Source: an optimization exercise on an open RTL-to-GDS flow (aim: small area, a short achievable clock period and few clock cycles per item). Production flows keep margins and buffers that such runs may drop. No run shown here included a check of the RTL's function; only the layout flow was run. Power is estimated from default activity; no workload was simulated.

`design/flow/design.v`:
```
module si7021_unit (
    input  wire        clk,
    input  wire        rst,           
    input  wire        in_valid,
    output wire        in_ready,
    input  wire [7:0]  in_op,
    input  wire [63:0] in_a,
    input  wire [47:0] in_b,
    input  wire [7:0]  in_c,
    input  wire [23:0] in_n,
    output reg         out_valid,
    output wire [1:0]  out_fault,
    output reg  [63:0] out_r0,
    output reg  [31:0] out_r1
);
    genvar gk;
    wire [7:0] n1 = in_n[7:0];
    wire [7:0] n2 = in_n[15:8];
    wire [7:0] n3 = in_n[23:16];
    wire lengths_good = (n1 == 8'd8) && (n2 == 8'd6) && (n3 == 8'd1);
    wire i_10 = (in_op == 8'h10);
    wire raw_a = in_op[4];
    wire sel_n = ~in_op[4] & ~in_op[3] & ~in_op[2] & ~in_op[1] & (in_op[0] | ~lengths_good);
    wire [7:0] a0 = in_a[7:0],   a1 = in_a[15:8],  a2 = in_a[23:16], a3 = in_a[31:24];
    wire [7:0] a4 = in_a[39:32], a5 = in_a[47:40], a6 = in_a[55:48], a7 = in_a[63:56];
    wire [7:0] b0 = in_b[7:0],   b1 = in_b[15:8],  b3 = in_b[31:24], b4 = in_b[39:32];
    wire [63:0] pack;
    assign pack[7:0]   = sel_n ? n1 : a0;
    assign pack[15:8]  = raw_a ? a1 : sel_n ? n2 : in_op[3] ? b0 : a2;
    assign pack[23:16] = raw_a ? a2 : sel_n ? n3 : a4;
    assign pack[31:24] = raw_a ? a3 : a6;
    assign pack[39:32] = raw_a ? a4 : b0;
    assign pack[47:40] = raw_a ? a5 : b1;
    assign pack[55:48] = raw_a ? a6 : b3;
    assign pack[63:56] = raw_a ? a7 : b4;
    wire [3:0] len = i_10 ? 4'd1 : ((n1[7:3] != 5'd0) ? 4'd8 : {1'b0, n1[2:0]});
    wire [7:0] g1_x0 = a0;
    wire [7:0] g1_x1 = a1 ^ a2;
    wire [7:0] g1_x2 = a3 ^ a4;
    wire [7:0] g1_x3 = a5 ^ a6;
    wire [7:0] g1_t0, g1_t1, g1_t2, g1_t3;
    assign g1_t0[0] = ^(g1_x0 & 8'h59);
    assign g1_t0[1] = ^(g1_x0 & 8'hB2);
    assign g1_t0[2] = ^(g1_x0 & 8'h64);
    assign g1_t0[3] = ^(g1_x0 & 8'hC8);
    assign g1_t0[4] = ^(g1_x0 & 8'hC9);
    assign g1_t0[5] = ^(g1_x0 & 8'hCB);
    assign g1_t0[6] = ^(g1_x0 & 8'h96);
    assign g1_t0[7] = ^(g1_x0 & 8'h2C);
    assign g1_t1[0] = ^(g1_x1 & 8'h59);
    assign g1_t1[1] = ^(g1_x1 & 8'hB2);
    assign g1_t1[2] = ^(g1_x1 & 8'h64);
    assign g1_t1[3] = ^(g1_x1 & 8'hC8);
    assign g1_t1[4] = ^(g1_x1 & 8'hC9);
    assign g1_t1[5] = ^(g1_x1 & 8'hCB);
    assign g1_t1[6] = ^(g1_x1 & 8'h96);
    assign g1_t1[7] = ^(g1_x1 & 8'h2C);
    assign g1_t2[0] = ^(g1_x2 & 8'h59);
    assign g1_t2[1] = ^(g1_x2 & 8'hB2);
    assign g1_t2[2] = ^(g1_x2 & 8'h64);
    assign g1_t2[3] = ^(g1_x2 & 8'hC8);
    assign g1_t2[4] = ^(g1_x2 & 8'hC9);
    assign g1_t2[5] = ^(g1_x2 & 8'hCB);
    assign g1_t2[6] = ^(g1_x2 & 8'h96);
    assign g1_t2[7] = ^(g1_x2 & 8'h2C);
    assign g1_t3[0] = ^(g1_x3 & 8'h59);
    assign g1_t3[1] = ^(g1_x3 & 8'hB2);
    assign g1_t3[2] = ^(g1_x3 & 8'h64);
    assign g1_t3[3] = ^(g1_x3 & 8'hC8);
    assign g1_t3[4] = ^(g1_x3 & 8'hC9);
    assign g1_t3[5] = ^(g1_x3 & 8'hCB);
    assign g1_t3[6] = ^(g1_x3 & 8'h96);
    assign g1_t3[7] = ^(g1_x3 & 8'h2C);
    wire [3:0] g1bad = {g1_t3 != a7, g1_t2 != a5, g1_t1 != a3, g1_t0 != a1};
    wire [7:0] g2_p0 = b0, g2_q0 = b1;
    wire [7:0] g2_p1 = b3, g2_q1 = b4;
    wire [7:0] g2_u0, g2_v0, g2_u1, g2_v1;
    assign g2_u0[0] = ^(g2_p0 & 8'hCE);
    assign g2_u0[1] = ^(g2_p0 & 8'h9C);
    assign g2_u0[2] = ^(g2_p0 & 8'h39);
    assign g2_u0[3] = ^(g2_p0 & 8'h72);
    assign g2_u0[4] = ^(g2_p0 & 8'h2B);
    assign g2_u0[5] = ^(g2_p0 & 8'h99);
    assign g2_u0[6] = ^(g2_p0 & 8'h33);
    assign g2_u0[7] = ^(g2_p0 & 8'h67);
    assign g2_v0[0] = ^(g2_q0 & 8'h59);
    assign g2_v0[1] = ^(g2_q0 & 8'hB2);
    assign g2_v0[2] = ^(g2_q0 & 8'h64);
    assign g2_v0[3] = ^(g2_q0 & 8'hC8);
    assign g2_v0[4] = ^(g2_q0 & 8'hC9);
    assign g2_v0[5] = ^(g2_q0 & 8'hCB);
    assign g2_v0[6] = ^(g2_q0 & 8'h96);
    assign g2_v0[7] = ^(g2_q0 & 8'h2C);
    assign g2_u1[0] = ^(g2_p1 & 8'hCE);
    assign g2_u1[1] = ^(g2_p1 & 8'h9C);
    assign g2_u1[2] = ^(g2_p1 & 8'h39);
    assign g2_u1[3] = ^(g2_p1 & 8'h72);
    assign g2_u1[4] = ^(g2_p1 & 8'h2B);
    assign g2_u1[5] = ^(g2_p1 & 8'h99);
    assign g2_u1[6] = ^(g2_p1 & 8'h33);
    assign g2_u1[7] = ^(g2_p1 & 8'h67);
    assign g2_v1[0] = ^(g2_q1 & 8'h59);
    assign g2_v1[1] = ^(g2_q1 & 8'hB2);
    assign g2_v1[2] = ^(g2_q1 & 8'h64);
    assign g2_v1[3] = ^(g2_q1 & 8'hC8);
    assign g2_v1[4] = ^(g2_q1 & 8'hC9);
    assign g2_v1[5] = ^(g2_q1 & 8'hCB);
    assign g2_v1[6] = ^(g2_q1 & 8'h96);
    assign g2_v1[7] = ^(g2_q1 & 8'h2C);
    wire [1:0] g2bad = {(g2_u1 ^ g2_v1) != in_b[47:40], (g2_u0 ^ g2_v0) != in_b[23:16]};
    reg        v_q;
    reg [63:0] d_q;
    reg [7:0]  c_q;
    reg [7:0]  op_q;
    reg [3:0]  len_q;
    reg        good_q;
    reg [3:0]  g1_q;
    reg [1:0]  g2_q;
    always @(posedge clk) begin
        if (rst)
            v_q <= 1'b0;
        else
            v_q <= in_valid;
        d_q    <= pack;
        c_q    <= in_c;
        op_q   <= in_op;
        len_q  <= len;
        good_q <= lengths_good;
        g1_q   <= g1bad;
        g2_q   <= g2bad;
    end
    wire [7:0] op = op_q;
    wire op_10 = (op == 8'h10);
    wire op_11 = (op == 8'h11);
    wire op_12 = (op == 8'h12);
    wire op_20 = (op == 8'h20);
    wire op_21 = (op == 8'h21);
    wire op_22 = (op == 8'h22);
    wire op_23 = (op == 8'h23);
    wire op_24 = (op == 8'h24);
    wire op_25 = (op == 8'h25);
    wire op_26 = (op == 8'h26);
    wire op_28 = (op == 8'h28);
    wire op_29 = (op == 8'h29);
    wire op_2a = (op == 8'h2A);
    wire op_2b = (op == 8'h2B);
    wire op_2c = (op == 8'h2C);
    wire op_2d = (op == 8'h2D);
    wire op_30 = (op == 8'h30);
    wire op_31 = (op == 8'h31);
    wire op_32 = (op == 8'h32);
    wire legal = op_10 | op_11 | op_12 | op_20 | op_21 | op_22 | op_23 |
                 op_24 | op_25 | op_26 | op_28 | op_29 | op_2a | op_2b |
                 op_2c | op_2d | op_30 | op_31 | op_32;
    wire crc_op   = op_10 | op_11;
    wire cnv_op   = op_31 | op_32;
    wire sentinel = (op_20 | op_21) & ~good_q;
    wire id_ok    = op_20 & good_q;
    wire [7:0] en;
    generate
        for (gk = 0; gk < 8; gk = gk + 1) begin : g_en
            assign en[gk] = (len_q > gk);
        end
    endgenerate
    wire [7:0] c_tinv;
    assign c_tinv[0] = ^(c_q & 8'h18);
    assign c_tinv[1] = ^(c_q & 8'h30);
    assign c_tinv[2] = ^(c_q & 8'h61);
    assign c_tinv[3] = ^(c_q & 8'hC2);
    assign c_tinv[4] = ^(c_q & 8'h9D);
    assign c_tinv[5] = ^(c_q & 8'h23);
    assign c_tinv[6] = ^(c_q & 8'h46);
    assign c_tinv[7] = ^(c_q & 8'h8C);
    wire [63:0] crc_x;
    assign crc_x[7:0] = en[0] ? (d_q[7:0] ^ c_q) : 8'h00;
    generate
        for (gk = 1; gk < 7; gk = gk + 1) begin : g_crcx
            assign crc_x[8*gk +: 8] = en[gk] ? d_q[8*gk +: 8] : 8'h00;
        end
    endgenerate
    assign crc_x[63:56] = en[7] ? d_q[63:56] : (en[0] ? 8'h00 : c_tinv);
    wire [2:0] back = 3'd0 - len_q[2:0];
    wire [7:0] crc_c8;
    wire cx_0 = crc_x[10] ^ crc_x[11];
    wire cx_1 = crc_x[16] ^ cx_0;
    wire cx_2 = crc_x[8] ^ crc_x[9];
    wire cx_3 = crc_x[12] ^ crc_x[13];
    wire cx_4 = crc_x[14] ^ crc_x[19];
    wire cx_5 = crc_x[15] ^ crc_x[17];
    wire cx_6 = crc_x[18] ^ crc_x[23];
    wire cx_7 = crc_x[21] ^ crc_x[26];
    wire cx_8 = crc_x[22] ^ crc_x[27];
    wire cx_9 = crc_x[24] ^ crc_x[25];
    wire cx_10 = crc_x[28] ^ crc_x[29];
    wire cx_11 = crc_x[31] ^ crc_x[32];
    wire cx_12 = crc_x[39] ^ crc_x[45];
    wire cx_13 = crc_x[46] ^ crc_x[48];
    wire cx_14 = crc_x[47] ^ crc_x[49];
    wire cx_15 = crc_x[51] ^ crc_x[62];
    wire cx_16 = crc_x[52] ^ crc_x[63];
    wire cx_17 = cx_9 ^ cx_11;
    wire cx_18 = crc_x[1] ^ cx_17;
    wire cx_19 = crc_x[2] ^ cx_1;
    wire cx_20 = crc_x[3] ^ cx_16;
    wire cx_21 = crc_x[4] ^ crc_x[53];
    wire cx_22 = crc_x[5] ^ crc_x[59];
    wire cx_23 = crc_x[6] ^ cx_2;
    wire cx_24 = crc_x[30] ^ cx_14;
    wire cx_25 = crc_x[33] ^ cx_3;
    wire cx_26 = crc_x[36] ^ cx_10;
    wire cx_27 = crc_x[37] ^ cx_12;
    wire cx_28 = crc_x[38] ^ cx_13;
    wire cx_29 = crc_x[41] ^ cx_5;
    wire cx_30 = crc_x[43] ^ cx_4;
    wire cx_31 = crc_x[56] ^ cx_15;
    wire cx_32 = crc_x[0] ^ crc_x[42];
    wire cx_33 = crc_x[7] ^ crc_x[40];
    wire cx_34 = crc_x[20] ^ crc_x[44];
    wire cx_35 = crc_x[34] ^ crc_x[35];
    wire cx_36 = crc_x[50] ^ crc_x[54];
    wire cx_37 = crc_x[53] ^ cx_22;
    wire cx_38 = crc_x[55] ^ crc_x[57];
    wire cx_39 = crc_x[58] ^ crc_x[61];
    wire cx_40 = crc_x[59] ^ cx_7;
    wire cx_41 = crc_x[60] ^ cx_1;
    wire cx_42 = cx_6 ^ cx_8;
    wire cx_43 = cx_7 ^ cx_20;
    wire cx_44 = cx_8 ^ cx_18;
    wire cx_45 = cx_19 ^ cx_21;
    wire cx_46 = cx_23 ^ cx_24;
    wire cx_47 = cx_26 ^ cx_27;
    wire cx_48 = cx_29 ^ cx_34;
    wire cx_49 = cx_30 ^ cx_33;
    wire cx_50 = cx_31 ^ cx_40;
    wire cx_51 = cx_39 ^ cx_48;
    wire cx_52 = cx_41 ^ cx_49;
    assign crc_c8[0] = ^{crc_x[18], crc_x[20], crc_x[55], crc_x[60], cx_12, cx_17, cx_19, cx_25, cx_32, cx_36, cx_46, cx_50};
    assign crc_c8[1] = ^{crc_x[9], crc_x[17], crc_x[34], crc_x[46], crc_x[50], crc_x[51], crc_x[61], cx_25, cx_38, cx_43, cx_44, cx_52};
    assign crc_c8[2] = ^{crc_x[14], crc_x[25], crc_x[26], crc_x[28], crc_x[40], crc_x[47], crc_x[48], crc_x[52], cx_15, cx_25, cx_35, cx_42, cx_45, cx_51};
    assign crc_c8[3] = ^{crc_x[8], crc_x[11], crc_x[27], crc_x[32], crc_x[45], crc_x[49], crc_x[54], crc_x[62], cx_3, cx_4, cx_6, cx_26, cx_29, cx_32, cx_35, cx_37, cx_43};
    assign crc_c8[4] = ^{crc_x[15], crc_x[35], crc_x[63], cx_13, cx_14, cx_30, cx_44, cx_45, cx_47, cx_50};
    assign crc_c8[5] = ^{crc_x[10], crc_x[13], crc_x[21], crc_x[31], crc_x[42], crc_x[44], cx_5, cx_20, cx_22, cx_23, cx_28, cx_31, cx_38, cx_42, cx_47};
    assign crc_c8[6] = ^{crc_x[0], crc_x[22], crc_x[24], crc_x[57], crc_x[58], cx_6, cx_10, cx_16, cx_21, cx_27, cx_28, cx_46, cx_52};
    assign crc_c8[7] = ^{crc_x[7], crc_x[12], crc_x[19], crc_x[23], crc_x[29], crc_x[39], cx_0, cx_2, cx_18, cx_24, cx_28, cx_36, cx_37, cx_51};
    wire [15:0] code = d_q[15:0];
    wire is_t = op_q[1];
    wire tie = (code[13:0] == 14'h2000);
    wire rnd_down = tie & (code[14] ^ ~is_t);
    wire [29:0] cz = {14'd0, code};
    wire [29:0] cn = {14'd0, ~code};
    wire [29:0] pp0 = cz;
    wire [29:0] pp1 = cz << 5;
    wire [29:0] pp2 = cz << 12;
    wire [29:0] pp3 = is_t ? (cz << 8) : (cn << 10);
    wire [29:0] pp4 = is_t ? (cz << 3) : (cz << 4);
    wire [29:0] pp5 = is_t ? 30'd0     : (cz << 2);
    wire [29:0] kof = is_t ? (30'h1FFF - (30'd4685 << 14))
                           : (30'h1FFF - (30'd600 << 14) + 30'h3C000400);
    function [59:0] csa;             
        input [29:0] x, y, z;
        begin
            csa[29:0]  = x ^ y ^ z;
            csa[59:30] = {((x & y) | (x & z) | (y & z)), 1'b0};
        end
    endfunction
    wire [59:0] l1a = csa(pp0, pp1, pp2);
    wire [59:0] l1b = csa(pp3, pp4, pp5);
    wire [59:0] l2a = csa(l1a[29:0], l1a[59:30], l1b[29:0]);
    wire [59:0] l3a = csa(l2a[29:0], l2a[59:30], l1b[59:30]);
    wire [59:0] l4a = csa(l3a[29:0], l3a[59:30], kof);
    wire [29:0] sx = l4a[29:0];
    wire [29:0] sy = l4a[59:30];      
    function [2:0] dev_label;
        input [7:0] m;
        begin
            if (m == 8'h00 || m == 8'hFF) dev_label = 3'd0;
            else if (m == 8'h0D)          dev_label = 3'd1;
            else if (m == 8'h14)          dev_label = 3'd2;
            else if (m == 8'h15)          dev_label = 3'd3;
            else                          dev_label = 3'd4;
        end
    endfunction
    function [1:0] fw_label;
        input [7:0] f;
        begin
            if (f == 8'hFF)      fw_label = 2'd0;
            else if (f == 8'h20) fw_label = 2'd1;
            else                 fw_label = 2'd2;
        end
    endfunction
    function [15:0] heater_current;
        input [3:0] l;
        begin
            case (l)
                4'd0: heater_current = 16'd309;
                4'd1: heater_current = 16'd917;
                4'd2: heater_current = 16'd1525;
                4'd3: heater_current = 16'd2133;
                4'd4: heater_current = 16'd2741;
                4'd5: heater_current = 16'd3349;
                4'd6: heater_current = 16'd3957;
                4'd7: heater_current = 16'd4565;
                4'd8: heater_current = 16'd5173;
                4'd9: heater_current = 16'd5781;
                4'd10: heater_current = 16'd6389;
                4'd11: heater_current = 16'd6997;
                4'd12: heater_current = 16'd7605;
                4'd13: heater_current = 16'd8213;
                4'd14: heater_current = 16'd8821;
                4'd15: heater_current = 16'd9429;
            endcase
        end
    endfunction
    wire [7:0] u = d_q[7:0];
    wire [7:0] h = d_q[15:8];
    wire [1:0] sel = {u[7], u[0]};
    reg  [3:0] hres, tres;
    always @(*) begin
        case (sel)
            2'd0: begin hres = 4'd12; tres = 4'd14; end
            2'd1: begin hres = 4'd8;  tres = 4'd12; end
            2'd2: begin hres = 4'd10; tres = 4'd13; end
            default: begin hres = 4'd11; tres = 4'd11; end
        endcase
    end
    wire [15:0] hcur  = heater_current(op_q[0] ? h[3:0] : u[3:0]);
    wire [7:0] dev_in = op_25 ? u : d_q[39:32];
    wire [7:0] fw_in  = op_26 ? u : c_q;
    wire [2:0] dev_l  = dev_label(dev_in);
    wire [1:0] fw_l   = fw_label(fw_in);
    wire [7:0] step = {c_q[6:0], 1'b0} ^ ((u[7] ^ c_q[7]) ? 8'h31 : 8'h00);
    wire g1_any = |g1_q;
    wire g2_any = |g2_q;
    wire [63:0] r0 =
          ({64{id_ok | op_24}}   & d_q)
        | ({64{sentinel}}        & {40'hFF_FFFF_FFFF, d_q[23:0]})
        | ({64{crc_op}}          & {53'd0, back, crc_c8})
        | ({64{op_12}}           & {48'd0, u[6:0], 1'b0, step})
        | ({64{op_28}}           & {31'd0, u[6], 7'd0, u[2], 4'd0, tres, 4'd0, hres, 6'd0, sel})
        | ({64{op_29 | op_2c}}   & {60'd0, u[3:0]})
        | ({64{op_2a}}           & {48'd0, hcur})
        | ({64{op_2b}}           & {56'd0, c_q[1], u[6:1], c_q[0]})
        | ({64{op_2d}}           & {15'd0, u[6], hcur, h, u, h[3:0], 3'd0, u[2], tres, hres})
        | ({64{op_30}}           & {48'd0, u, h})
        | ({64{~legal}}          & {56'd0, op})
        | ({64{cnv_op}}          & {4'd0, sy[29:1], ~rnd_down, sx});
    wire [28:0] r1 =
          ({29{id_ok}}           & {3'b100, g2_any, g1_any, 2'd0, fw_l, 1'b0, dev_l, c_q, d_q[39:32]})
        | ({29{op_21 & good_q}}  & {1'b1, 28'd0})
        | ({29{op_22}}           & {4'd0, g1_any, 24'd0})
        | ({29{op_23}}           & {3'd0, g2_any, 25'd0})
        | ({29{op_25}}           & {10'd0, dev_l, 8'd0, u})
        | ({29{op_26}}           & {7'd0, fw_l, 4'd0, u, 8'd0})
        | ({29{sentinel}}        & {2'b00, 3'b100, 2'd0, 2'd2, 1'b0, 3'd5, 8'h00, 8'hFF});
    reg        v2_q;
    reg [63:0] r0_q;
    reg [28:0] r1_q;
    reg        crc_q, cnv_q, fault_q;
    always @(posedge clk) begin
        if (rst)
            v2_q <= 1'b0;
        else
            v2_q <= v_q;
        r0_q    <= r0;
        r1_q    <= r1;
        crc_q   <= crc_op;
        cnv_q   <= cnv_op;
        fault_q <= ~legal;
    end
    wire [7:0] crc_c8q = r0_q[7:0];
    wire [2:0] back_q = r0_q[10:8];
    wire [7:0] crc_i4, crc_i2, crc_i1;
    assign crc_i4[0] = ^(crc_c8q & 8'hDB);
    assign crc_i4[1] = ^(crc_c8q & 8'hB7);
    assign crc_i4[2] = ^(crc_c8q & 8'h6E);
    assign crc_i4[3] = ^(crc_c8q & 8'hDD);
    assign crc_i4[4] = ^(crc_c8q & 8'h60);
    assign crc_i4[5] = ^(crc_c8q & 8'h1B);
    assign crc_i4[6] = ^(crc_c8q & 8'h36);
    assign crc_i4[7] = ^(crc_c8q & 8'h6D);
    wire [7:0] crc_s4 = back_q[2] ? crc_i4 : crc_c8q;
    assign crc_i2[0] = ^(crc_s4 & 8'h5F);
    assign crc_i2[1] = ^(crc_s4 & 8'hBE);
    assign crc_i2[2] = ^(crc_s4 & 8'h7D);
    assign crc_i2[3] = ^(crc_s4 & 8'hFA);
    assign crc_i2[4] = ^(crc_s4 & 8'hAA);
    assign crc_i2[5] = ^(crc_s4 & 8'h0B);
    assign crc_i2[6] = ^(crc_s4 & 8'h17);
    assign crc_i2[7] = ^(crc_s4 & 8'h2F);
    wire [7:0] crc_s2 = back_q[1] ? crc_i2 : crc_s4;
    assign crc_i1[0] = ^(crc_s2 & 8'h18);
    assign crc_i1[1] = ^(crc_s2 & 8'h30);
    assign crc_i1[2] = ^(crc_s2 & 8'h61);
    assign crc_i1[3] = ^(crc_s2 & 8'hC2);
    assign crc_i1[4] = ^(crc_s2 & 8'h9D);
    assign crc_i1[5] = ^(crc_s2 & 8'h23);
    assign crc_i1[6] = ^(crc_s2 & 8'h46);
    assign crc_i1[7] = ^(crc_s2 & 8'h8C);
    wire [7:0] crc_res = back_q[0] ? crc_i1 : crc_s2;
    wire [30:0] ax = {r0_q[29:0], r0_q[30]};
    wire [30:0] ay = {r0_q[59:31], 1'b0, r0_q[30]};
    wire [30:0] kg0 = ax & ay, kp0 = ax ^ ay;
    wire [30:0] kg1 = kg0 | (kp0 & {kg0[29:0], 1'b0});
    wire [30:0] kp1 = kp0 & {kp0[29:0], 1'b0};
    wire [30:0] kg2 = kg1 | (kp1 & {kg1[28:0], 2'b0});
    wire [30:0] kp2 = kp1 & {kp1[28:0], 2'b0};
    wire [30:0] kg3 = kg2 | (kp2 & {kg2[26:0], 4'b0});
    wire [30:0] kp3 = kp2 & {kp2[26:0], 4'b0};
    wire [30:0] kg4 = kg3 | (kp3 & {kg3[22:0], 8'b0});
    wire [30:0] kp4 = kp3 & {kp3[22:0], 8'b0};
    wire [30:0] kg5 = kg4 | (kp4 & {kg4[14:0], 16'b0});
    wire [30:0] sum31 = kp0 ^ {kg5[29:0], 1'b0};
    wire [15:0] cnv = sum31[30:15];
    reg [63:0] r0f;
    always @(*) begin
        r0f = r0_q;
        if (crc_q) r0f[10:0] = {3'd0, crc_res};
        if (cnv_q) r0f[59:0] = {44'd0, cnv};
    end
    reg fault3_q;
    assign in_ready  = 1'b1;
    assign out_fault = {fault3_q, fault3_q};
    always @(posedge clk) begin
        if (rst)
            out_valid <= 1'b0;
        else
            out_valid <= v2_q;
        fault3_q <= fault_q;
        out_r0   <= r0f;
        out_r1   <= {3'd0, r1_q};
    end
endmodule
```
`design/flow/flow/run.sh`:
```
#!/bin/bash
set -euo pipefail
bash standard.sh SETUP_SLACK_MARGIN=9.3 "BUFFER_PORTS_ARGS=-buffer_cell sky130_fd_sc_hd__buf_2" finish > standard_flow.log 2>&1
```
`design/flow/standard.sh`:
```
#!/bin/bash
# synth_recipe.tcl (not shown) runs the flow's synth.tcl, then flattens the netlist and writes it again
# the make line also repeats each setting of config.mk as NAME=value (left out here)
make -C /OpenROAD-flow-scripts/flow DESIGN_CONFIG=/design/flow/config.mk WORK_HOME=/design/flow/orfs CLKGATE_MAP_FILE= SYNTH_SCRIPT=/design/flow/synth_recipe.tcl "${@:-finish}"
```
`design/flow/config.mk`:
```
export PLATFORM = sky130hd
export DESIGN_NAME = si7021_unit
export DESIGN_NICKNAME = si7021_unit
export VERILOG_FILES = /design/flow/design.v
export SDC_FILE = /design/flow/constraint.sdc
export NUM_CORES = 4
export LEC_CHECK = 0
export CAP_MARGIN = 20
export CORE_MARGIN = 2
export CORE_UTILIZATION = 40
export SLEW_MARGIN = 20
```
`design/flow/constraint.sdc`:
```
create_clock -name core_clock -period 13.0 [get_ports {clk}]
set_input_delay 2.6000 -clock core_clock [delete_from_list [all_inputs] [get_ports {clk}]]
set_output_delay 2.6000 -clock core_clock [all_outputs]
set_load 0.01 [all_outputs]
```
==> results.py, run 1 <==
metrics = {
    "route": {
        "drt_iter0_drc": 1322,
        "drtPass1Iterations": 6,
        "routed-via-count": 14993,
        "wl_per_cell_um": 22.76,
        "drc": 0,
        "postRouteAntennaNets": 0,
        "viasPerCell": 5.403,
        "wirelength_um": 63160,
    },
    "logic_synthesis": {
        "syn_avg_cell_area_um2": 9.208,
        "synth_seq_area_share_pct": 31.01,
        "synth_edf_count": 0,
        "synth_top_area_cell": "dfxtp_1",
        "synth.distinct_cells": 80,
        "synth_cells": 1935,
        "post-synth-top-count-cell": "dfxtp_1",
        "synth_top_area_share_pct": 31.01,
        "yosys_warnings": 1,
        "synth-seq-cells": 276,
        "syn_area_um2": 17820,
        "netlist_top_cells_area": "dfxtp_1 (31%), xnor2_1 (13%), ha_1 (6.3%)",
        "ys_async_sr_fraction_pct": 0,
        "synthTopCellsByCount": "dfxtp_1 (276), xnor2_1 (269), nand2_1 (178), xor2_1 (118), o21ai_0 (109)",
        "ys.flop_type": "dfxtp_1",
    },
    "clock_network": {
        "h-tree-depth": 1,
        "hold_buffers": 0,
        "cts-buffers-inserted": 29,
        "clk_path_buf_depth": 3,
        "clk_pin_slew_ns": 0.06,
        "root_buffer": "clkbuf_16",
        "cts_tree": "built",
        "clock_latency_ns": 0.58,
        "cts_sinks": 276,
    },
    "die": {
        "ioPinCount": 255,
        "core-area_um2": 44120,
        "start_util_pct": 40.38,
        "dieArea_um2": 46250,
        "die_y_um": 215.1,
        "rows": 77,
        "dieWidth_um": 215.1,
    },
    "setup_path": {
        "crit_path_start_kind": "input port",
        "path_buf_inv": 3,
        "cp.arrival_ns": 4.20,
        "crit_family": "simple AND/OR/NAND/NOR gates",
        "path_cells": "buf_2 -> nor4b_4 -> nand4_1 -> o311ai_4 -> buf_6 -> buf_8 -> mux2_4",
        "cp-end-kind": "flip-flop",
        "crit_type": "in2reg",
        "critPathRequiredTime_ns": 13.46,
        "cpPeakStageDelay_ns": 0.34,
        "path_max_fanout": 7,
        "critPathSlowestCell": "o311ai_4",
    },
    "global_route": {
        "grt_max_degree": 76,
        "grt_util_all_layers_pct": 26.78,
        "grt_pass1_vias": 15320,
        "antenna_found_initial": 5,
        "grt_pass1_wl_um": 94120,
        "overflow": 0,
    },
    "final_layout": {
        "finish.instance_area_um2": 21120,
        "n_fill_cell": 4399,
        "syn_to_final_growth_pct": 18.53,
        "layout-drive-gt1-share_pct": 22.29,
        "multiInputGateArea_um2": 11680,
        "post-route-util_pct": 47.86,
        "regArea_um2": 5544,
        "nNetsFinal": 2458,
    },
    "power_and_ir_drop": {
        "p_per_area_nw_per_um2": 132.5,
        "vdd_drop_max_mv": 0.1298,
        "total_power_mw": 2.798,
        "leakage_nw": 9.393,
    },
    "sta": {
        "clock_skew_ns": 0.01254,
        "setup_tns_ns": 0,
        "fin_crit_sh_pct": 28.74,
        "fin_crit_ns": 3.737,
        "tightestPinTransition_ns": 1.062,
        "fmax_ghz": 0.2676,
        "rsz0062_at_grt": "yes",
        "setup_viol_count_final": 0,
        "drv_slew": 0,
        "slew_headroom_pct": 28.64,
        "hold_viol_final": 0,
        "worst_slack_ns": 9.263,
    },
    "flow_run": {
        "cap_violations": 0,
    },
    "place": {
        "place_congestion": 0.9673,
        "dp_slack_ns": 7.913,
        "dp_hpwl_um": 49370,
        "placed_cell_area_um2": 19640,
        "port_buffers": 246,
    },
    "outcome": {
        "status": "timing/DRC/antenna clean",
    },
    "worst_hold_path": {
        "hold_path.class": "reg2reg",
    },
}
[cells in the final DEF, fill, tap and decap left out, types with 15 or more instances in the layout]
cell,Yosys,final
a21o_1,18,18
a21oi_1,62,60
a221o_1,23,23
a221oi_1,22,22
a22oi_1,16,16
buf_2,9,242
buf_4,14,36
clkbuf_16,0,31
dfxtp_1,276,267
fa_1,55,55
ha_1,90,90
inv_1,99,95
mux2_2,56,48
mux2i_1,25,24
nand2_1,178,174
nand3_1,30,30
nor2_1,79,76
nor2b_1,64,63
nor3_1,28,27
o211ai_1,15,15
o21ai_0,109,88
o21ai_1,2,23
xnor2_1,269,257
xor2_1,118,115
[logic make-up (layout without fill, tap and decap cells)]
| family | Yosys count | after routing | share of synthesized area (%) |
|---|---|---|---|
| xor gates and xnor gates | 397 | 397 | 20.25 |
| DFF | 276 | 276 | 31.01 |
| adders and majority gates | 145 | 145 | 12.50 |
| other | 2 | 12 | 0.04215 |
| AOI/OAI and AO/OA | 348 | 348 | 13.24 |
| muxes | 81 | 81 | 4.943 |
| buffers and inverters | 215 | 453 | 5.281 |
| and+or+nand+nor | 471 | 471 | 12.73 |
[sequential cells by signal, summed over array words and instances, names as in the netlist]
signal / count
v_q: 1
out_r0: 64
cnv_q: 1
g2_q: 2
crc_q: 1
d_q: 64
len_q: 4
out_r1: 25
v2_q: 1
out_valid: 1
good_q: 1
r1_q: 25
op_q: 8
fault3_q: 1
r0_q: 64
g1_q: 4
fault_q: 1
c_q: 8
[area by class of cell]
| type | instances | share of cell area (%) |
|---|---|---|
| timing repair buffer | 299 | 8.549 |
| multi-input combinational | 1451 | 55.29 |
| tap | 592 | 3.507 |
| antenna | 3 | 0.03554 |
| sequential | 276 | 26.25 |
| clock buffer | 39 | 3.851 |
| inverter | 101 | 1.884 |
| clock inverter | 14 | 0.6339 |
[worst paths after layout]
check	end	slack, ns	cells past startpoint	start
setup / recovery	d_q[5]	9.26	7	in_n[18]
hold reg to reg	out_r1[4]	0.32	0	r1_q[4]
setup reg to reg	r0_q[17]	9.42	10	op_q[1]
hold / removal	out_r1[4]	0.32	0	r1_q[4]
[stage by stage]
step           hold WS, ns  cells
2_1_floorplan       0.3096   1942
3_3_place_gp        0.3127   2689
3_5_place_dp        0.3136   2689
4_1_cts             0.3263   2752
5_1_grt             0.3280   2773
6_report            0.3244   2775
[routing by layer]
| metal | GRT usage (%) | wire [um] |
|---|---|---|
| met5 | 0 | 27 |
| met4 | 12.48 | 2989 |
| met3 | 4.940 | 5133 |
| met2 | 44.28 | 29350 |
| met1 | 33.86 | 25670 |
[where the power goes]
| part | internal, mW | switching, mW | total, mW |
|---|---|---|---|
| clock network | 0.464 | 0.353 | 0.816 |
| logic | 0.474 | 0.568 | 1.04 |
| registers | 0.877 | 0.0629 | 0.940 |
| total | 1.81 | 0.983 | 2.80 |
[timing repair]
action | CTS | global route
pin swaps | 2 | 7
buffers inserted | 10 | 17
gates cloned | 0 | 3
setup endpoints to repair | 50 | 38
endpoints found under the hold margin | 0 | 0
gates resized for setup | 21 | 63
==> run 2, diff against run 1 <==
--- a/design/flow/config.mk
+++ b/design/flow/config.mk
@@ -8,4 +8,6 @@
 export CAP_MARGIN = 20
 export CORE_MARGIN = 2
 export CORE_UTILIZATION = 40
+export CTS_CLUSTER_DIAMETER = 100
+export CTS_CLUSTER_SIZE = 30
 export SLEW_MARGIN = 20
==> run 2 against run 1 <==
Net effect:
- final cell count fell by 1.3%
- sequential cell count did not move
- core utilization fell by 1.0 points
- total power fell by 11%
- via count fell by 0.55%
- first-iteration DRC count rose by 0.30%
- clock power fell by 37%
- setup slack got worse by 0.071 ns
- count of clock-buffer cells in the layout fell by 23
- synthesized cell count did not move
- area after synthesis did not move
==> results.py, run 2 <==
metrics = {
    "outcome": {
        "status": "timing/DRC/antenna clean",
    },
    "logic_synthesis": {
        "yosys.area_share.simple_pct": 12.73,
        "syn_area_um2": 17820,
        "netlist_top_cells_area": "dfxtp_1 (31%), xnor2_1 (13%), ha_1 (6.3%)",
        "post-synth-top-count-cell": "dfxtp_1",
        "ys_async_sr_fraction_pct": 0,
        "synth-xor-area-share_pct": 20.25,
        "syn_avg_cell_area_um2": 9.208,
        "synth_top_area_share_pct": 31.01,
        "synth_seq_area_share_pct": 31.01,
        "ys.flop_type": "dfxtp_1",
        "synth_edf_count": 0,
        "synth_cells": 1935,
        "synthTopCellsByCount": "dfxtp_1 (276), xnor2_1 (269), nand2_1 (178), xor2_1 (118), o21ai_0 (109)",
        "yosys_warnings": 1,
        "synthMuxAreaShare_pct": 4.943,
        "synthAdderAreaFrac_pct": 12.50,
        "synth.distinct_cells": 80,
        "synth_top_family_by_area": "XOR/XNOR gates",
        "synth-seq-cells": 276,
        "synth_compound_area_share_pct": 13.24,
        "synth_top_area_cell": "dfxtp_1",
    },
    "global_route": {
        "grt_util_all_layers_pct": 26.55,
        "grtUsageMet1_pct": 33.97,
        "overflow": 0,
        "grt_pass1_wl_um": 93270,
        "met2_usage_pct": 44.36,
        "antenna_found_initial": 3,
        "busiest_layer": "met2",
        "grt_pass1_vias": 15133,
        "grt_max_degree": 76,
        "grt_use_met3_pct": 4.246,
    },
    "final_layout": {
        "multiInputGateArea_um2": 11760,
        "n_fill_cell": 4424,
        "regArea_um2": 5547,
        "layout-drive-gt1-share_pct": 21.81,
        "nNetsFinal": 2440,
        "layout_common_cells": "dfxtp_1 (265), xnor2_1 (256), buf_2 (240)",
        "finish.instance_area_um2": 20680,
        "layout_commonest_cell": "dfxtp_1",
        "top_regs": "d_q: 64 flops, out_r0: 64 flops, r0_q: 64 flops",
        "post-route-util_pct": 46.86,
        "layout.cells.non_filler": 2739,
        "syn_to_final_growth_pct": 16.05,
    },
    "clock_network": {
        "cts_sinks": 276,
        "clk_pin_slew_ns": 0.11,
        "cts-buffers-inserted": 14,
        "cts_tree": "built",
        "clock_latency_ns": 0.53,
        "root_buffer": "clkbuf_16",
        "clk_path_buf_depth": 3,
        "h-tree-depth": 1,
        "hold_buffers": 0,
    },
    "power_and_ir_drop": {
        "p_per_area_nw_per_um2": 120.6,
        "vdd_drop_max_mv": 0.07832,
        "leakage_nw": 9.165,
        "total_power_mw": 2.495,
    },
    "sta": {
        "setup_viol_count_final": 0,
        "clock_skew_ns": 0.02266,
        "tightestPinTransition_ns": 1.068,
        "rsz0062_at_grt": "yes",
        "fin_crit_sh_pct": 29.29,
        "fin_crit_ns": 3.807,
        "fmax_ghz": 0.2627,
        "hold_viol_final": 0,
        "slew_headroom_pct": 28.23,
        "drv_slew": 0,
        "setup_tns_ns": 0,
    },
    "route": {
        "routed-via-count": 14910,
        "drc": 0,
        "wirelength_um": 62920,
        "drt_iter0_drc": 1326,
        "drtPass1Iterations": 7,
        "viasPerCell": 5.444,
        "postRouteAntennaNets": 0,
        "wl_per_cell_um": 22.97,
    },
    "place": {
        "place_congestion": 0.9673,
        "dp.cells": 2689,
        "port_buffers": 246,
        "placed_cell_area_um2": 19640,
        "dp_hpwl_um": 49370,
    },
    "die": {
        "ioPinCount": 255,
        "dieWidth_um": 215.1,
        "core-area_um2": 44120,
        "die_y_um": 215.1,
        "start_util_pct": 40.38,
        "dieArea_um2": 46250,
        "rows": 77,
    },
    "setup_path": {
        "crit_type": "in2reg",
        "cp-end-kind": "flip-flop",
        "critPathRequiredTime_ns": 13.43,
        "cp.arrival_ns": 4.24,
        "crit_path_start_kind": "input port",
        "path_max_fanout": 6,
    },
    "flow_run": {
        "cap_violations": 0,
    },
    "worst_hold_path": {
        "hold_path.class": "reg2reg",
    },
}
[run 2: cell counts after synthesis]
Identical to the previous run, type by type.
[run 2: final timing paths]
check | cells past startpoint | end | slack, ns | from
setup / recovery | 7 | d_q[3] | 9.19 | in_n[19]
hold / removal | 0 | out_r1[4] | 0.33 | r1_q[4]
setup reg to reg | 11 | r0_q[10] | 9.43 | d_q[2]
hold reg to reg | 0 | out_r1[4] | 0.33 | r1_q[4]
[run 2: power breakdown]
group          switching (mW)  internal, mW
Sequential             0.0628         0.876
Combinational           0.569         0.475
Clock                   0.290         0.222
[run 2: cells by family after synthesis]
kind of cell,count (synthesis)
buffers and inverters,215
muxes,81
xor gates and xnor gates,397
DFF,276
and+or+nand+nor,471
adders and majority gates,145
AOI/OAI and AO/OA,348
other,2
[run 2: worst max-delay path: stages]
cell	delay, ns
buf_8	0.10
nor4b_4	0.33
nand4_1	0.23
o311ai_4	0.34
buf_12	0.17
clkbuf_16	0.17
mux2_4	0.29
[run 2: routing by layer]
layer | routed length (um) | vias to the layer above
met4 | 2848 | 4
met5 | 21 | -
li1 | - | 6959
met1 | 25530 | 7093
met2 | 29500 | 721
met3 | 5025 | 133
[run 2: final cells by class]
type / count / share of cell area (%)
sequential: 276 / 26.82
timing repair buffer: 296 / 8.665
multi-input combinational: 1451 / 56.85
clock inverter: 6 / 0.3146
antenna: 1 / 0.01210
tap: 592 / 3.582
inverter: 101 / 1.924
clock buffer: 16 / 1.833
[run 2: through the flow]
stage | hold WS [ns] | setup WS, ns
after global placement | 0.3127 | 7.994
after global routing | 0.3360 | 9.154
after detailed placement | 0.3136 | 7.913
final | 0.3328 | 9.193
after floorplan | 0.3096 | 8.911
after CTS | 0.3324 | 9.263
[run 2: repair_timing]
| item | in CTS | in global routing |
|---|---|---|
| endpoints found under the setup margin | 50 | 39 |
| cloned | 0 | 3 |
| gates resized for setup | 25 | 82 |
| setup buffers | 10 | 14 |
| pin swaps | 2 | 9 |
==> run 3, diff against run 2 <==
--- a/design/flow/design.v
+++ b/design/flow/design.v
@@ -254,8 +254,6 @@
     wire [29:0] pp3 = is_t ? (cz << 8) : (cn << 10);
     wire [29:0] pp4 = is_t ? (cz << 3) : (cz << 4);
     wire [29:0] pp5 = is_t ? 30'd0     : (cz << 2);
-    wire [29:0] kof = is_t ? (30'h1FFF - (30'd4685 << 14))
-                           : (30'h1FFF - (30'd600 << 14) + 30'h3C000400);
     function [59:0] csa;             
         input [29:0] x, y, z;
         begin
@@ -267,9 +265,8 @@
     wire [59:0] l1b = csa(pp3, pp4, pp5);
     wire [59:0] l2a = csa(l1a[29:0], l1a[59:30], l1b[29:0]);
     wire [59:0] l3a = csa(l2a[29:0], l2a[59:30], l1b[59:30]);
-    wire [59:0] l4a = csa(l3a[29:0], l3a[59:30], kof);
-    wire [29:0] sx = l4a[29:0];
-    wire [29:0] sy = l4a[59:30];      
+    wire [29:0] sx = l3a[29:0];
+    wire [29:0] sy = l3a[59:30];      
     function [2:0] dev_label;
         input [7:0] m;
         begin
@@ -343,7 +340,7 @@
         | ({64{op_2d}}           & {15'd0, u[6], hcur, h, u, h[3:0], 3'd0, u[2], tres, hres})
         | ({64{op_30}}           & {48'd0, u, h})
         | ({64{~legal}}          & {56'd0, op})
-        | ({64{cnv_op}}          & {4'd0, sy[29:1], ~rnd_down, sx});
+        | ({64{cnv_op}}          & {3'd0, is_t, sy[29:1], ~rnd_down, sx});
     wire [28:0] r1 =
           ({29{id_ok}}           & {3'b100, g2_any, g1_any, 2'd0, fw_l, 1'b0, dev_l, c_q, d_q[39:32]})
         | ({29{op_21 & good_q}}  & {1'b1, 28'd0})
@@ -397,8 +394,11 @@
     assign crc_i1[6] = ^(crc_s2 & 8'h46);
     assign crc_i1[7] = ^(crc_s2 & 8'h8C);
     wire [7:0] crc_res = back_q[0] ? crc_i1 : crc_s2;
-    wire [30:0] ax = {r0_q[29:0], r0_q[30]};
-    wire [30:0] ay = {r0_q[59:31], 1'b0, r0_q[30]};
+    wire [29:0] kof = r0_q[60] ? (30'h1FFF - (30'd4685 << 14))
+                               : (30'h1FFF - (30'd600 << 14) + 30'h3C000400);
+    wire [59:0] l4a = csa(r0_q[29:0], {r0_q[59:31], 1'b0}, kof);
+    wire [30:0] ax = {l4a[29:0], r0_q[30]};
+    wire [30:0] ay = {l4a[59:30], r0_q[30]};
     wire [30:0] kg0 = ax & ay, kp0 = ax ^ ay;
     wire [30:0] kg1 = kg0 | (kp0 & {kg0[29:0], 1'b0});
     wire [30:0] kp1 = kp0 & {kp0[29:0], 1'b0};
@@ -415,7 +415,7 @@
     always @(*) begin
         r0f = r0_q;
         if (crc_q) r0f[10:0] = {3'd0, crc_res};
-        if (cnv_q) r0f[59:0] = {44'd0, cnv};
+        if (cnv_q) r0f[60:0] = {45'd0, cnv};
     end
     reg fault3_q;
     assign in_ready  = 1'b1;
--- a/design/flow/config.mk
+++ b/design/flow/config.mk
@@ -8,6 +8,4 @@
 export CAP_MARGIN = 20
 export CORE_MARGIN = 2
 export CORE_UTILIZATION = 40
-export CTS_CLUSTER_DIAMETER = 100
-export CTS_CLUSTER_SIZE = 30
 export SLEW_MARGIN = 20
==> run 3 against run 2 <==
Net effect:
- still clean on timing, DRC and antenna
- register-to-register slack got worse by 0.02 ns
- area after synthesis rose by 1.2%
- clock skew rose by 0.0055 ns
- sequential cell count did not move
- final cell count rose by 4.3%
- combinational power fell by 9.9%
- first-iteration DRC count fell by 24%
- clock power rose by 78%
- core utilization rose by 1.1 points
- synthesized cell count rose by 4.4%
- die area rose by 1.2%
==> results.py, run 3 <==
metrics = {
    "global_route": {
        "grt_max_degree": 77,
        "grt_pass1_wl_um": 92330,
        "antenna_found_initial": 3,
        "grt_pass1_vias": 15432,
        "grt_util_all_layers_pct": 25.88,
        "overflow": 0,
    },
    "final_layout": {
        "layout-drive-gt1-share_pct": 19.70,
        "layout_commonest_cell": "dfxtp_1",
        "layout.cells.non_filler": 2857,
        "layout_common_cells": "dfxtp_1 (269), xnor2_1 (252), buf_2 (244)",
        "regArea_um2": 5537,
        "syn_to_final_growth_pct": 17.83,
        "nNetsFinal": 2545,
        "n_fill_cell": 4346,
        "top_regs": "d_q: 64 flops, out_r0: 64 flops, r0_q: 64 flops",
        "multiInputGateArea_um2": 11730,
    },
    "route": {
        "wl_per_cell_um": 21.70,
        "drtPass1Iterations": 5,
        "viasPerCell": 5.344,
        "drc": 0,
        "routed-via-count": 15268,
        "postRouteAntennaNets": 0,
        "wirelength_um": 61990,
        "drt_iter0_drc": 1013,
    },
    "clock_network": {
        "h-tree-depth": 1,
        "root_buffer": "clkbuf_16",
        "cts_sinks": 276,
        "clock_latency_ns": 0.59,
        "hold_buffers": 0,
        "clk_pin_slew_ns": 0.08,
        "clk_path_buf_depth": 3,
        "cts_tree": "built",
        "cts-buffers-inserted": 30,
    },
    "logic_synthesis": {
        "syn_avg_cell_area_um2": 8.922,
        "netlist_top_cells_area": "dfxtp_1 (31%), xnor2_1 (13%), ha_1 (6.6%)",
        "synth_top_area_share_pct": 30.64,
        "ys.flop_type": "dfxtp_1",
        "synth_cells": 2021,
        "synth_seq_area_share_pct": 30.64,
        "post-synth-top-count-cell": "dfxtp_1",
        "synth.distinct_cells": 82,
        "synth_edf_count": 0,
        "ys_async_sr_fraction_pct": 0,
        "synth-seq-cells": 276,
        "syn_area_um2": 18030,
        "yosys_warnings": 1,
        "synthTopCellsByCount": "dfxtp_1 (276), xnor2_1 (261), nand2_1 (210), inv_1 (151), xor2_1 (116)",
        "synth_top_area_cell": "dfxtp_1",
    },
    "setup_path": {
        "reg2reg_depth": 9,
        "crit_type": "in2reg",
        "cp-startpoint": "in_n[4]",
        "setup.worst_path.end": "d_q[0]",
        "timing.rr.start": "op_q[2]",
        "rrSetupSlack_ns": 9.41,
        "crit_path_start_kind": "input port",
        "path_max_fanout": 10,
        "cp.arrival_ns": 4.22,
        "cp-end-kind": "flip-flop",
        "r2r-end": "r0_q[4]",
        "critPathRequiredTime_ns": 13.46,
    },
    "sta": {
        "setup_viol_count_final": 0,
        "fin_crit_sh_pct": 28.87,
        "hold_viol_final": 0,
        "setup_tns_ns": 0,
        "fin_crit_ns": 3.753,
        "clock_skew_ns": 0.02815,
        "fmax_ghz": 0.2664,
        "drv_slew": 0,
        "fin_hold_ws_ns": 0.3031,
        "slew_headroom_pct": 35.24,
        "rsz0062_at_grt": "yes",
        "tightestPinTransition_ns": 0.9642,
    },
    "die": {
        "start_util_pct": 40.69,
        "dieWidth_um": 216.3,
        "rows": 77,
        "dieArea_um2": 46790,
        "die_y_um": 216.3,
        "ioPinCount": 255,
        "core-area_um2": 44320,
    },
    "outcome": {
        "status": "timing/DRC/antenna clean",
    },
    "power_and_ir_drop": {
        "p_per_area_nw_per_um2": 130.5,
        "leakage_nw": 9.612,
        "vdd_drop_max_mv": 0.07983,
        "total_power_mw": 2.773,
    },
    "place": {
        "port_buffers": 246,
        "dp.cells": 2794,
        "dp_hpwl_um": 48950,
        "place_congestion": 0.9825,
    },
    "worst_hold_path": {
        "hold_path.class": "reg2reg",
        "hold_depth": 0,
    },
    "flow_run": {
        "cap_violations": 0,
    },
}
==> run 3: how the worst min path moves through the flow <==
stage	start	end	slack [ns]
floorplan	fault_q	fault3_q	0.31
global placement	r1_q[20]	out_r1[20]	0.31
detailed placement	r1_q[12]	out_r1[12]	0.31
CTS	r1_q[12]	out_r1[12]	0.31
global route	r1_q[12]	out_r1[12]	0.31
finish	r1_q[12]	out_r1[12]	0.30
==> run 3: through the flow <==
stage,setup WS [ns],util (%),instance area (um^2)
floorplan,8.911,-,18240
global placement,8.149,45.10,19990
detailed placement,8.124,45.10,19990
CTS,9.257,47.62,21100
global route,9.169,47.94,21250
finish,9.247,47.94,21250
==> run 3: power by group <==
| part | internal, mW | switching [mW] | total, mW |
|---|---|---|---|
| registers | 0.877 | 0.0487 | 0.926 |
| clock network | 0.549 | 0.361 | 0.911 |
| logic | 0.429 | 0.508 | 0.937 |
==> run 3: timing repair <==
action | 4_1_cts | 5_1_grt
endpoints found under the setup margin | 50 | 42
cloned | 0 | 2
resized for setup | 11 | 32
buffers inserted | 2 | 2
pin swaps | 2 | 0
==> run 3: area by class of cell <==
class                   count  share of cell area, %
well taps                 592                  3.486
diodes                      1                0.01178
clock buffers              39                  3.887
flip-flops and latches    276                  26.06
clock inverters            17                  1.107
inverters                 156                  2.780
multi-input cells        1494                  55.23
repair buffers            282                  7.438
==> run 3: metal layers <==
metal | track usage [%] | wire (um) | up-vias
met4 | 11.16 | 2826 | 0
met1 | 32.50 | 25710 | 7198
met2 | 44.31 | 29250 | 673
met5 | 0 | 0 | -
li1 | - | - | 7248
met3 | 3.635 | 4199 | 149
==> run 3: cell families (layout without fill, tap and decap cells) <==
family / after synthesis / count (layout) / synth area share, %
and+or+nand+nor: 501 / 501 / 12.79
other: 2 / 10 / 0.04165
DFF: 276 / 276 / 30.64
xor gates and xnor gates: 386 / 386 / 19.45
AOI/OAI and AO/OA: 360 / 360 / 13.25
buffers and inverters: 258 / 494 / 5.801
muxes: 88 / 88 / 5.329
adders and majority gates: 150 / 150 / 12.70
==> run 3: critical path: stages <==
cell and delay (ns):
buf_6 0.10, nor4_4 0.33, nand4_1 0.24, o311ai_4 0.30, buf_6 0.17, buf_8 0.15
mux2_2 0.33
==> run 4, diff against run 3 <==
--- a/design/flow/design.v
+++ b/design/flow/design.v
@@ -71,7 +71,7 @@
     assign g1_t3[5] = ^(g1_x3 & 8'hCB);
     assign g1_t3[6] = ^(g1_x3 & 8'h96);
     assign g1_t3[7] = ^(g1_x3 & 8'h2C);
-    wire [3:0] g1bad = {g1_t3 != a7, g1_t2 != a5, g1_t1 != a3, g1_t0 != a1};
+    wire g1bad = (g1_t3 != a7) | (g1_t2 != a5) | (g1_t1 != a3) | (g1_t0 != a1);
     wire [7:0] g2_p0 = b0, g2_q0 = b1;
     wire [7:0] g2_p1 = b3, g2_q1 = b4;
     wire [7:0] g2_u0, g2_v0, g2_u1, g2_v1;
@@ -107,15 +107,14 @@
     assign g2_v1[5] = ^(g2_q1 & 8'hCB);
     assign g2_v1[6] = ^(g2_q1 & 8'h96);
     assign g2_v1[7] = ^(g2_q1 & 8'h2C);
-    wire [1:0] g2bad = {(g2_u1 ^ g2_v1) != in_b[47:40], (g2_u0 ^ g2_v0) != in_b[23:16]};
+    wire g2bad = ((g2_u1 ^ g2_v1) != in_b[47:40]) | ((g2_u0 ^ g2_v0) != in_b[23:16]);
     reg        v_q;
     reg [63:0] d_q;
     reg [7:0]  c_q;
     reg [7:0]  op_q;
     reg [3:0]  len_q;
     reg        good_q;
-    reg [3:0]  g1_q;
-    reg [1:0]  g2_q;
+    reg        g1_q, g2_q;
     always @(posedge clk) begin
         if (rst)
             v_q <= 1'b0;
@@ -326,8 +325,8 @@
     wire [2:0] dev_l  = dev_label(dev_in);
     wire [1:0] fw_l   = fw_label(fw_in);
     wire [7:0] step = {c_q[6:0], 1'b0} ^ ((u[7] ^ c_q[7]) ? 8'h31 : 8'h00);
-    wire g1_any = |g1_q;
-    wire g2_any = |g2_q;
+    wire g1_any = g1_q;
+    wire g2_any = g2_q;
     wire [63:0] r0 =
           ({64{id_ok | op_24}}   & d_q)
         | ({64{sentinel}}        & {40'hFF_FFFF_FFFF, d_q[23:0]})
--- a/design/flow/config.mk
+++ b/design/flow/config.mk
@@ -8,4 +8,6 @@
 export CAP_MARGIN = 20
 export CORE_MARGIN = 2
 export CORE_UTILIZATION = 40
+export CTS_CLUSTER_DIAMETER = 100
+export CTS_CLUSTER_SIZE = 30
 export SLEW_MARGIN = 20
==> run 4 against run 3 <==
Net effect:
- still clean
- die area up 0.68%
- global-route usage up 0.18 points
- setup slack worse by 0.10 ns
- worst hold slack better by 0.032 ns
- maximum frequency down 2.7%
- final cell count up 0.25%
- via count up 2.3%
- routed wire length up 2.0%
- critical path type unchanged
==> results.py, run 4 <==
metrics = {
    "outcome": {
        "status": "timing/DRC/antenna clean",
    },
    "setup_path": {
        "path_cells": "buf_8 -> nor4_4 -> nand4_1 -> o311ai_4 -> buf_6 -> buf_16 -> mux2_4",
        "path_buf_inv": 3,
        "critPathRequiredTime_ns": 13.45,
        "cp-end-kind": "flip-flop",
        "path_max_fanout": 5,
        "crit_family": "simple AND/OR/NAND/NOR gates",
        "cp.arrival_ns": 4.30,
        "crit_type": "in2reg",
        "crit_path_start_kind": "input port",
        "cpPeakStageDelay_ns": 0.44,
        "critPathSlowestCell": "o311ai_4",
    },
    "route": {
        "wl_per_cell_um": 22.07,
        "drc": 0,
        "viasPerCell": 5.455,
        "drt_iter0_drc": 1165,
        "wirelength_um": 63210,
        "drtPass1Iterations": 7,
        "routed-via-count": 15622,
        "postRouteAntennaNets": 0,
    },
    "sta": {
        "fin_hold_ws_ns": 0.3350,
        "setup_tns_ns": 0,
        "fin_crit_ns": 3.858,
        "fmax_ghz": 0.2592,
        "clock_skew_ns": 0.05260,
        "fin_crit_sh_pct": 29.67,
        "slew_headroom_pct": 30.38,
        "drv_slew": 0,
        "worst_slack_ns": 9.142,
        "tightestPinTransition_ns": 1.036,
        "setup_viol_count_final": 0,
        "hold_viol_final": 0,
        "rsz0062_at_grt": "yes",
    },
    "power_and_ir_drop": {
        "p_sw_share_pct": 36.67,
        "vdd_drop_max_mv": 0.08583,
        "p_int_mw": 1.589,
        "p_sw_mw": 0.9201,
        "p_clk_share_pct": 23.3,
        "p_seq_share_pct": 36.8,
        "p_comb_share_pct": 40.0,
        "leakage_nw": 9.472,
        "p_per_area_nw_per_um2": 118.6,
    },
    "die": {
        "dieArea_um2": 47110,
        "core-area_um2": 45090,
        "dieWidth_um": 217.1,
        "die_y_um": 217.1,
        "start_util_pct": 40.27,
        "ioPinCount": 255,
        "rows": 78,
    },
    "clock_network": {
        "clk_path_buf_depth": 3,
        "cts_tree": "built",
        "root_buffer": "clkbuf_16",
        "clock_latency_ns": 0.55,
        "h-tree-depth": 1,
        "clk_pin_slew_ns": 0.10,
        "cts-buffers-inserted": 15,
        "hold_buffers": 0,
        "cts_sinks": 272,
    },
    "logic_synthesis": {
        "synth_seq_area_share_pct": 29.99,
        "synth_cells": 2051,
        "synth-seq-cells": 272,
        "synth_top_area_cell": "dfxtp_1",
        "synth_edf_count": 0,
        "syn_avg_cell_area_um2": 8.852,
        "netlist_top_cells_area": "dfxtp_1 (30%), xnor2_1 (12%), ha_1 (6.5%)",
        "yosys_warnings": 1,
        "syn_area_um2": 18160,
        "ys.flop_type": "dfxtp_1",
        "post-synth-top-count-cell": "dfxtp_1",
        "synthTopCellsByCount": "dfxtp_1 (272), xnor2_1 (247), nand2_1 (200), inv_1 (150), xor2_1 (119)",
        "synth.distinct_cells": 79,
        "synth_top_area_share_pct": 29.99,
        "ys_async_sr_fraction_pct": 0,
    },
    "worst_hold_path": {
        "hold_path.class": "reg2reg",
    },
    "final_layout": {
        "layout.cells.non_filler": 2864,
        "layout_commonest_cell": "dfxtp_1",
        "post-route-util_pct": 46.92,
        "nNetsFinal": 2561,
        "layout-drive-gt1-share_pct": 19.49,
        "layout_common_cells": "dfxtp_1 (262), buf_2 (243), xnor2_1 (230)",
        "n_fill_cell": 4419,
        "syn_to_final_growth_pct": 16.51,
        "top_regs": "d_q: 64 flops, out_r0: 64 flops, r0_q: 64 flops",
    },
    "flow_run": {
        "cap_violations": 0,
    },
    "global_route": {
        "overflow": 0,
        "grt_max_degree": 76,
        "grt_util_all_layers_pct": 26.06,
        "grt_pass1_wl_um": 93130,
        "antenna_found_initial": 2,
        "grt_pass1_vias": 15607,
    },
    "place": {
        "dp.cells": 2814,
        "dp_hpwl_um": 50410,
        "dp_slack_ns": 8.149,
        "place_congestion": 1.001,
        "port_buffers": 246,
    },
}
[run 4: changes by cell type after synthesis, moves of 8 or more]
| cell | delta |
|---|---|
| a221oi_1 | -9 |
| xnor2_1 | -14 |
| clkbuf_1 | +12 |
| nand2_1 | -10 |
| nor3_1 | +8 |
| a21oi_1 | +8 |
| nand4_1 | +8 |
| o21ai_0 | -10 |
| mux2i_1 | -9 |
| nand3_1 | +8 |
| o21ai_1 | +9 |
[run 4: what timing repair did]
action	in CTS	in global routing
cloned	3	0
buffers inserted	10	12
gates resized for setup	33	48
hold endpoints to repair	0	0
setup endpoints to repair	54	46
pin swaps	8	13
[run 4: cell families (layout without fill, tap and decap cells)]
logic type / count (synthesis) / after routing / synth area share, %
multiplexers: 76 / 76 / 4.610
buffers and inverters: 264 / 469 / 5.789
AND/OR/NAND/NOR: 524 / 524 / 13.49
adder cells (fa/ha/maj): 150 / 150 / 12.61
flip-flops: 272 / 272 / 29.99
other: 2 / 10 / 0.04136
AO/OA/AOI/OAI: 381 / 381 / 13.88
XOR/XNOR: 382 / 382 / 19.59
[run 4: power groups by stage]
stage          clock network [mW]  registers (mW)  logic (mW)
3_5_place_dp                    0           0.940       0.973
6_report                    0.584           0.922        1.00
3_3_place_gp                    0           0.939       0.963
2_1_floorplan                   0           0.905       0.722
4_1_cts                     0.601           0.921       0.988
5_1_grt                     0.628           0.924        1.08
[run 4: cell type report]
cell class,instances,area (um^2),area share [%]
antenna,1,2.502,0.01183
clock buffer,15,375.4,1.774
clock inverter,9,157.7,0.7453
inverter,152,583.1,2.756
multi-input combinational,1522,12120,57.31
sequential,272,5465,25.84
tap,600,750.7,3.549
timing repair buffer,293,1695,8.014
[run 4: final timing paths]
check	start	to	slack, ns	cells after the start
max	in_n[6]	d_q[4]	9.14	7
min	r1_q[21]	out_r1[21]	0.33	0
max reg2reg	op_q[5]	r0_q[0]	9.36	8
min reg2reg	r1_q[21]	out_r1[21]	0.33	0
[run 4: per-layer routing]
layer | share of wire (%) | wire (um) | up-vias | GRT usage [%]
met1 | 41 | 25640 | 7367 | 32.75
li1 | - | - | 7327 | -
met2 | 47 | 29590 | 764 | 44.09
met3 | 7.5 | 4723 | 164 | 3.550
met5 | 0 | 0 | - | 0
met4 | 5.2 | 3256 | 0 | 12.44
[run 4: through the flow]
stage	total power [mW]	instance area [um^2]
floorplan	1.627	18380
global placement	1.901	20050
detailed placement	1.913	20060
CTS	2.510	20870
global route	2.630	21150
finish	2.509	21150
==> run 5, diff against run 4 <==
--- a/design/flow/design.v
+++ b/design/flow/design.v
@@ -19,15 +19,18 @@
     wire [7:0] n3 = in_n[23:16];
     wire lengths_good = (n1 == 8'd8) && (n2 == 8'd6) && (n3 == 8'd1);
     wire i_10 = (in_op == 8'h10);
-    wire raw_a = in_op[4];
-    wire sel_n = ~in_op[4] & ~in_op[3] & ~in_op[2] & ~in_op[1] & (in_op[0] | ~lengths_good);
+    wire raw_a  = in_op[4];
+    wire n_pick = in_op[0] | ~lengths_good;
+    wire sel_n0 = ~in_op[4] & ~in_op[3] & ~in_op[2] & ~in_op[1] & n_pick;
+    wire sel_n1 = ~in_op[3] & ~in_op[2] & ~in_op[1] & n_pick;
+    wire sel_n2 = ~in_op[2] & ~in_op[1] & n_pick;
     wire [7:0] a0 = in_a[7:0],   a1 = in_a[15:8],  a2 = in_a[23:16], a3 = in_a[31:24];
     wire [7:0] a4 = in_a[39:32], a5 = in_a[47:40], a6 = in_a[55:48], a7 = in_a[63:56];
     wire [7:0] b0 = in_b[7:0],   b1 = in_b[15:8],  b3 = in_b[31:24], b4 = in_b[39:32];
     wire [63:0] pack;
-    assign pack[7:0]   = sel_n ? n1 : a0;
-    assign pack[15:8]  = raw_a ? a1 : sel_n ? n2 : in_op[3] ? b0 : a2;
-    assign pack[23:16] = raw_a ? a2 : sel_n ? n3 : a4;
+    assign pack[7:0]   = sel_n0 ? n1 : a0;
+    assign pack[15:8]  = raw_a ? a1 : sel_n1 ? n2 : in_op[3] ? b0 : a2;
+    assign pack[23:16] = raw_a ? a2 : sel_n2 ? n3 : a4;
     assign pack[31:24] = raw_a ? a3 : a6;
     assign pack[39:32] = raw_a ? a4 : b0;
     assign pack[47:40] = raw_a ? a5 : b1;
==> run 5 against run 4 <==
Net effect:
- design area is essentially flat
- area after synthesis grew 0.21%
- setup slack lost 0.014 ns
- final cell count shrank 0.38%
- sequential cell count is the same
- still clean on timing, DRC and antenna
==> results.py, run 5 <==
metrics = {
    "outcome": {
        "status": "timing/DRC/antenna clean",
    },
    "final_layout": {
        "layout_common_cells": "xnor2_1 (265), dfxtp_1 (263), buf_2 (237)",
        "layout-drive-gt1-share_pct": 19.85,
        "n_fill_cell": 4474,
        "syn_to_final_growth_pct": 16.31,
        "regArea_um2": 5464,
        "post-route-util_pct": 46.94,
        "multiInputGateArea_um2": 12190,
        "nNetsFinal": 2552,
        "top_regs": "d_q: 64 flops, out_r0: 64 flops, r0_q: 64 flops",
        "layout_commonest_cell": "xnor2_1",
        "layout.cells.non_filler": 2853,
    },
    "sta": {
        "fin_hold_ws_ns": 0.3338,
        "drv_slew": 0,
        "clock_skew_ns": 0.01831,
        "slew_headroom_pct": 37.39,
        "setup_viol_count_final": 0,
        "hold_viol_final": 0,
        "fin_crit_ns": 3.871,
        "setup_tns_ns": 0,
        "fin_crit_sh_pct": 29.78,
        "fmax_ghz": 0.2583,
        "tightestPinTransition_ns": 0.9314,
        "rsz0062_at_grt": "yes",
    },
    "logic_synthesis": {
        "synth_seq_area_share_pct": 29.93,
        "post-synth-top-count-cell": "xnor2_1",
        "ys.flop_type": "dfxtp_1",
        "yosys_warnings": 1,
        "netlist_top_cells_area": "dfxtp_1 (30%), xnor2_1 (14%), ha_1 (6.5%)",
        "syn_area_um2": 18190,
        "synth_edf_count": 0,
        "synth_top_area_share_pct": 29.93,
        "synth-seq-cells": 272,
        "synth.distinct_cells": 76,
        "synthTopCellsByCount": "xnor2_1 (281), dfxtp_1 (272), nand2_1 (184), inv_1 (149), nor2_1 (133)",
        "syn_avg_cell_area_um2": 8.950,
        "ys_async_sr_fraction_pct": 0,
        "synth_cells": 2033,
        "synth_top_area_cell": "dfxtp_1",
    },
    "place": {
        "place_congestion": 0.9797,
        "dp.cells": 2807,
        "dp_hpwl_um": 49540,
        "port_buffers": 246,
    },
    "global_route": {
        "antenna_found_initial": 0,
        "grt_pass1_wl_um": 92780,
        "grt_max_degree": 76,
        "grt_pass1_vias": 15490,
        "overflow": 0,
        "grt_util_all_layers_pct": 25.86,
    },
    "power_and_ir_drop": {
        "p_int_mw": 1.547,
        "p_sw_mw": 0.8987,
        "leakage_nw": 9.431,
        "p_per_area_nw_per_um2": 115.6,
        "p_clk_share_pct": 21.0,
        "p_sw_share_pct": 36.75,
        "p_comb_share_pct": 41.6,
        "p_seq_share_pct": 37.5,
        "vdd_drop_max_mv": 0.07167,
    },
    "route": {
        "postRouteAntennaNets": 0,
        "wirelength_um": 62350,
        "routed-via-count": 15420,
        "viasPerCell": 5.405,
        "drc": 0,
        "drtPass1Iterations": 6,
        "drt_iter0_drc": 1147,
        "wl_per_cell_um": 21.85,
    },
    "clock_network": {
        "clk_pin_slew_ns": 0.11,
        "h-tree-depth": 1,
        "clock_latency_ns": 0.53,
        "cts-buffers-inserted": 14,
        "cts_tree": "built",
        "root_buffer": "clkbuf_16",
        "clk_path_buf_depth": 3,
        "cts_sinks": 272,
    },
    "setup_path": {
        "path_buf_inv": 3,
        "crit_family": "simple AND/OR/NAND/NOR gates",
        "crit_type": "in2reg",
        "critPathSlowestCell": "nor4_4",
        "critPathRequiredTime_ns": 13.38,
        "path_cells": "buf_8 -> nor4_4 -> nand4_1 -> o31ai_4 -> buf_4 -> buf_6 -> mux2i_1 -> nor2_1 -> a21oi_1 -> o21ai_1",
        "cp-end-kind": "flip-flop",
        "path_max_fanout": 6,
        "cpPeakStageDelay_ns": 0.32,
        "crit_path_start_kind": "input port",
        "cp.arrival_ns": 4.26,
    },
    "die": {
        "start_util_pct": 40.35,
        "dieWidth_um": 217.3,
        "dieArea_um2": 47210,
        "ioPinCount": 255,
        "rows": 78,
        "die_y_um": 217.3,
        "core-area_um2": 45090,
    },
    "flow_run": {
        "cap_violations": 0,
    },
    "worst_hold_path": {
        "hold_path.class": "reg2reg",
    },
}
run 5: cell count changes in the layout (fill, tap and decap cells not counted), sizes merged, moves of 7 or more:
cell | before | now
a21oi | 76 | 66
xor2 | 119 | 108
nand2 | 200 | 184
nor2 | 113 | 133
xnor2 | 251 | 285
nand3 | 40 | 33
a221oi | 10 | 25
run 5: metrics by stage:
| stage | area (um^2) | setup WS [ns] | power [mW] |
|---|---|---|---|
| 4_1_cts | 20970 | 9.151 | 2.441 |
| 5_1_grt | 21160 | 9.035 | 2.571 |
| 3_3_place_gp | 20130 | 7.843 | 1.895 |
| 6_report | 21160 | 9.129 | 2.446 |
| 3_5_place_dp | 20130 | 7.801 | 1.905 |
| 2_1_floorplan | 18440 | 8.705 | 1.636 |
run 5: logic make-up (layout without fill, tap and decap cells):
kind of cell / count (synthesis) / count (layout) / share of synthesized area (%)
multiplexers: 80 / 80 / 4.759
buffers and inverters: 258 / 470 / 5.811
AND/OR/NAND/NOR: 500 / 500 / 12.68
XOR/XNOR: 405 / 405 / 20.72
adder cells (fa/ha/maj): 150 / 150 / 12.58
AO/OA/AOI/OAI: 366 / 366 / 13.48
other: 2 / 10 / 0.04128
flip-flops: 272 / 272 / 29.93
run 5: final timing paths:
path,start,to,slack [ns],cells past startpoint
hold reg to reg,r1_q[18],out_r1[18],0.33,0
hold / removal,r1_q[18],out_r1[18],0.33,0
setup / recovery,in_n[7],d_q[14],9.13,10
setup reg to reg,len_q[3],r0_q[1],9.41,10
run 5: what timing repair did:
action                     4_1_cts  5_1_grt
gates resized for setup         55       36
gates cloned                     1        0
pin swaps                       18       10
setup buffers                   19        3
setup endpoints to repair       41       42
hold buffers                     0        0
run 5: per-layer routing:
layer  vias up  wire length (um)  global-route usage [%]
met5         -                 0                  0.7292
met4         0              3336                   12.56
li1       7272                 -                       -
met3       174              4667                   3.298
met2       751             28430                   42.46
met1      7223             25910                   33.55
run 5: cell type report:
cell class	instances	area share (%)
Antenna cell	1	0.01182
Multi-Input combinational cell	1510	57.61
Timing Repair Buffer	298	8.183
Sequential cell	272	25.82
Clock inverter	5	0.3311
Inverter	151	2.702
Tap cell	600	3.547
Clock buffer	16	1.791
run 5: power groups by stage:
stage | combinational (mW) | clock (mW) | sequential (mW)
2_1_floorplan | 0.730 | 0 | 0.906
3_3_place_gp | 0.962 | 0 | 0.934
3_5_place_dp | 0.971 | 0 | 0.934
4_1_cts | 0.996 | 0.531 | 0.915
5_1_grt | 1.09 | 0.562 | 0.918
6_report | 1.02 | 0.513 | 0.916

afterwards: timing with drivers on the ports:
Ports are ideal in the flow. The routed layouts listed here were re-timed in OpenROAD.
Step 1, drivers: a clkbuf_16 drives clk and a buf_2 each remaining input, both assumed.
Step 2 times the ports against the registers' clock, not the clock port: input delays grow and output delays shrink by t, the midpoint of the rising clock arrivals with the driver on.
Three values: ideal ports, drivers, drivers and shift; two values: the first two.
run | t, ns | slack for setup (ns)
run 1 | 0.635 | 9.263 / 9.279 / 8.657
run 2 | 0.573 | 9.193 / 9.207 / 8.635
run 3 | 0.629 | 9.247 / 9.272 / 8.643
run 4 | 0.576 | 9.142 / 9.155 / 8.579
run 5 | 0.576 | 9.129 / 9.145 / 8.569
After both steps setup and hold are still met in every run listed.
